From an optimization exercise on the open Yosys and OpenROAD flow, aimed at a short achievable clock period and few clock cycles per item; shortcuts taken in it are not production practice. Only simulation tests tie the RTL to the original design; equivalence was not proved. Power is estimated from default activity; no workload was simulated.

== rev 12 ==
// irrx
module irrx (
    input  wire        clk,
    input  wire        rst,
    input  wire        cmd_valid,
    output wire        cmd_ready,
    input  wire [31:0] cmd_data,
    output reg         rsp_valid,
    output reg  [31:0] rsp_data,
    output reg         mem_en,
    output reg         mem_we,
    output reg  [15:0] mem_addr,
    output reg  [7:0]  mem_wdata,
    input  wire [7:0]  mem_rdata
);
Size: ~0.058 mm2 of cells after synthesis.
==> flow/config.mk <==
export PLATFORM = sky130hd
export DESIGN_NAME = irrx
export DESIGN_NICKNAME = irrx
export VERILOG_FILES = /design/flow/design.v
export SDC_FILE = /design/flow/constraint.sdc
export NUM_CORES = 4
export LEC_CHECK = 0
export CAP_MARGIN = 30
export CORE_MARGIN = 2
export CORE_UTILIZATION = 60
export SLEW_MARGIN = 30
==> flow/constraint.sdc <==
create_clock -name core_clock -period 10.0 [get_ports {clk}]
set_input_delay 2.0000 -clock core_clock [delete_from_list [all_inputs] [get_ports {clk}]]
set_output_delay 2.0000 -clock core_clock [all_outputs]
set_load 0.01 [all_outputs]
standard.sh (not shown) runs the stock make flow with config.mk's settings and CLKGATE_MAP_FILE= SYNTH_SCRIPT=/design/flow/synth_recipe.tcl, a recipe that flattens the netlist after the stock synthesis.
==> flow/flow/run.sh <==
#!/bin/bash
# The standard layout, with timing repair aiming further below the clock period.
set -euo pipefail
bash standard.sh SETUP_SLACK_MARGIN=7.3 finish > standard_make.log 2>&1
Rev 12 did not stop at any stage, and its layout met the timing, design-rule and antenna checks.
Testbench counts of rev 12, summed over its fixed seeds: cycles 28,694, commands 28,374.
For rev 13, these inputs were changed with respect to rev 12:
--- a/flow/design.v
+++ b/flow/design.v
@@ -399,25 +399,26 @@
             fb_last  <= 1'b0;
             init_last <= 1'b0;
             lead_last <= 1'b0;
         end else begin
             fb_last   <= ev_bitok & b0;
             init_last <= ev_init;
             lead_last <= ev_lead;
             mem_en    <= 1'b1;
             mem_we    <= pop | direct;
             g3        <= ~rd_s0 & ~wq_any & ~s2_wr;
-            if (push) begin
+            if (~(wqv[0] & wqv[1])) begin
                 wqa[wqw] <= s2_wa;
                 wqd[wqw] <= s2_wd;
-                wqw      <= ~wqw;
             end
+            if (push)
+                wqw <= ~wqw;
             if (pop)
                 wqr <= ~wqr;
             wqv[0] <= (push & ~wqw) | (wqv[0] & ~(pop & ~wqr));
             wqv[1] <= (push &  wqw) | (wqv[1] & ~(pop &  wqr));
             rdy    <= ~(push | (wq_any & ~(pop & ~(wqv[0] & wqv[1]))));
             if (zmark < pend)
                 zmark <= pend;
             zgt    <= zmark > pend;
             payovf <= pend >= cap;
             ovfB   <= (pend > capm4) | (pend[0] & (pend == capm4));
==> comparison <==
- Rev 13 has completed all stages; timing, DRC and antenna checks passed.
- Compared with rev 12, rev 13 shows a lower post-placement setup slack.
- Delta (rev 13 minus rev 12): initial antenna violation count saw a decrease; final wirelength went up by 3900 um; core utilization increased 0.47 points; sequential power share ~0 delta.
- There was hardly any difference in placed cell area between rev 13 and rev 12.
- For rev 13, the type of the worst setup path was reg -> reg, unlike rev 12, where it was in -> reg.
- Rev 13 against rev 12; largest vdd supply drop is down by a little under 10%.
- Rev 13 — met3 track utilization from global routing 1.2 points higher, rev 12 as reference
Testbench counts of rev 13, summed over its fixed seeds: cycles 28,694, commands 28,374.

--- another note on this design; it stands on its own ---

Design irrx, start of the top module:
module irrx (
    input  wire        clk,
    input  wire        rst,
    input  wire        cmd_valid,
    output wire        cmd_ready,
    input  wire [31:0] cmd_data,
    output reg         rsp_valid,
    output reg  [31:0] rsp_data,
    output reg         mem_en,
    output reg         mem_we,
    output reg  [15:0] mem_addr,
    output reg  [7:0]  mem_wdata,
    input  wire [7:0]  mem_rdata
);
Size: about 58000 µm² of cells after synthesis.
export LEC_CHECK = 0
export CAP_MARGIN = 20
export CORE_MARGIN = 2
export CORE_UTILIZATION = 55
export SLEW_MARGIN = 20
create_clock -name core_clock -period 10.0 [get_ports {clk}]
standard.sh (not shown) runs the stock make flow with config.mk's settings and CLKGATE_MAP_FILE= SYNTH_SCRIPT=/design/flow/synth_recipe.tcl, a recipe that flattens the netlist after the stock synthesis.
==> flow/flow/run.sh <==
#!/bin/bash
# The standard layout, with timing repair aiming further below the clock period.
set -euo pipefail
bash standard.sh SETUP_SLACK_MARGIN=7.3 finish > standard_make.log 2>&1
The starting point completed without violations.
Testbench counts at the start, summed over its fixed seeds: cycles 28,694, commands 28,374.
Change:
--- a/flow/config.mk
+++ b/flow/config.mk
@@ -8 +8 @@
-export CAP_MARGIN = 20
+export CAP_MARGIN = 30
@@ -10,2 +10,2 @@
-export CORE_UTILIZATION = 55
-export SLEW_MARGIN = 20
+export CORE_UTILIZATION = 65
+export SLEW_MARGIN = 30
Result: Via count increases by a few percent. Die area fell by about a fifth. Wire length shrinks by a few percent. Area after synthesis stays the same. First-iteration DRC count goes up by a quarter to a third. Total power goes down by a few percent.
Change:
--- a/flow/config.mk
+++ b/flow/config.mk
@@ -8 +8 @@
-export CAP_MARGIN = 30
+export CAP_MARGIN = 20
@@ -11 +11 @@
-export SLEW_MARGIN = 30
+export SLEW_MARGIN = 20
Effect:
- This time the run completed and failed the layout checks on max-capacitance violations, max-slew violations
- non-clock buffer count came out higher by 21
- global-route usage is higher by 0.72 points
- worst setup slack improved by 0.046 ns
- die area stays the same
- via count is about the same
- clock-buffer cell count came out lower by 2
- combinational power went up by about 2%
- routed wire length goes up by 1.1%
- worst hold slack barely changes
- cell area is about the same
- power rises by 0.61%

## afterwards: timing with drivers on the ports
Ports are ideal in the flow. The routed layouts listed here were re-timed in OpenROAD.
Step 1 (the two cells are an assumption about what drives the block):
set clk [get_ports {clk}]
set_driving_cell -lib_cell sky130_fd_sc_hd__clkbuf_16 $clk
set_driving_cell -lib_cell sky130_fd_sc_hd__buf_2 [delete_from_list [all_inputs] $clk]
Step 2 times the ports against the registers' clock, not the clock port: input delays grow and output delays shrink by t, the midpoint of the rising clock arrivals with the driver on.
Three values: no drivers, after step 1, after step 2; two values: the first two.
run	shift t [ns]	setup slack, ns	hold WS [ns]	worst slew at a driven data input, ns	pins driven straight from the clock port
rev 12	0.834	6.717 / 6.680 / 5.917	0.385 / 0.385 / 0.385	0.08	1
rev 13	0.813	6.721 / 6.673 / 6.284	0.397 / 0.397 / 0.397	0.25	1
the first run of note 2	0.829	6.619 / 6.619 / 5.919	0.370 / 0.370 / 0.370	0.18	1
the second run of note 2	0.812	6.625 / 6.664 / 5.854	0.400 / 0.400 / 0.400	0.07	1
the third run of note 2	0.805	6.671 / 6.690 / 5.901	0.403 / 0.403 / 0.403	0.10	1
For rev 12, which loses most, drivers alone change the setup slack by -0.037 ns; drivers and shift together by -0.800 ns.
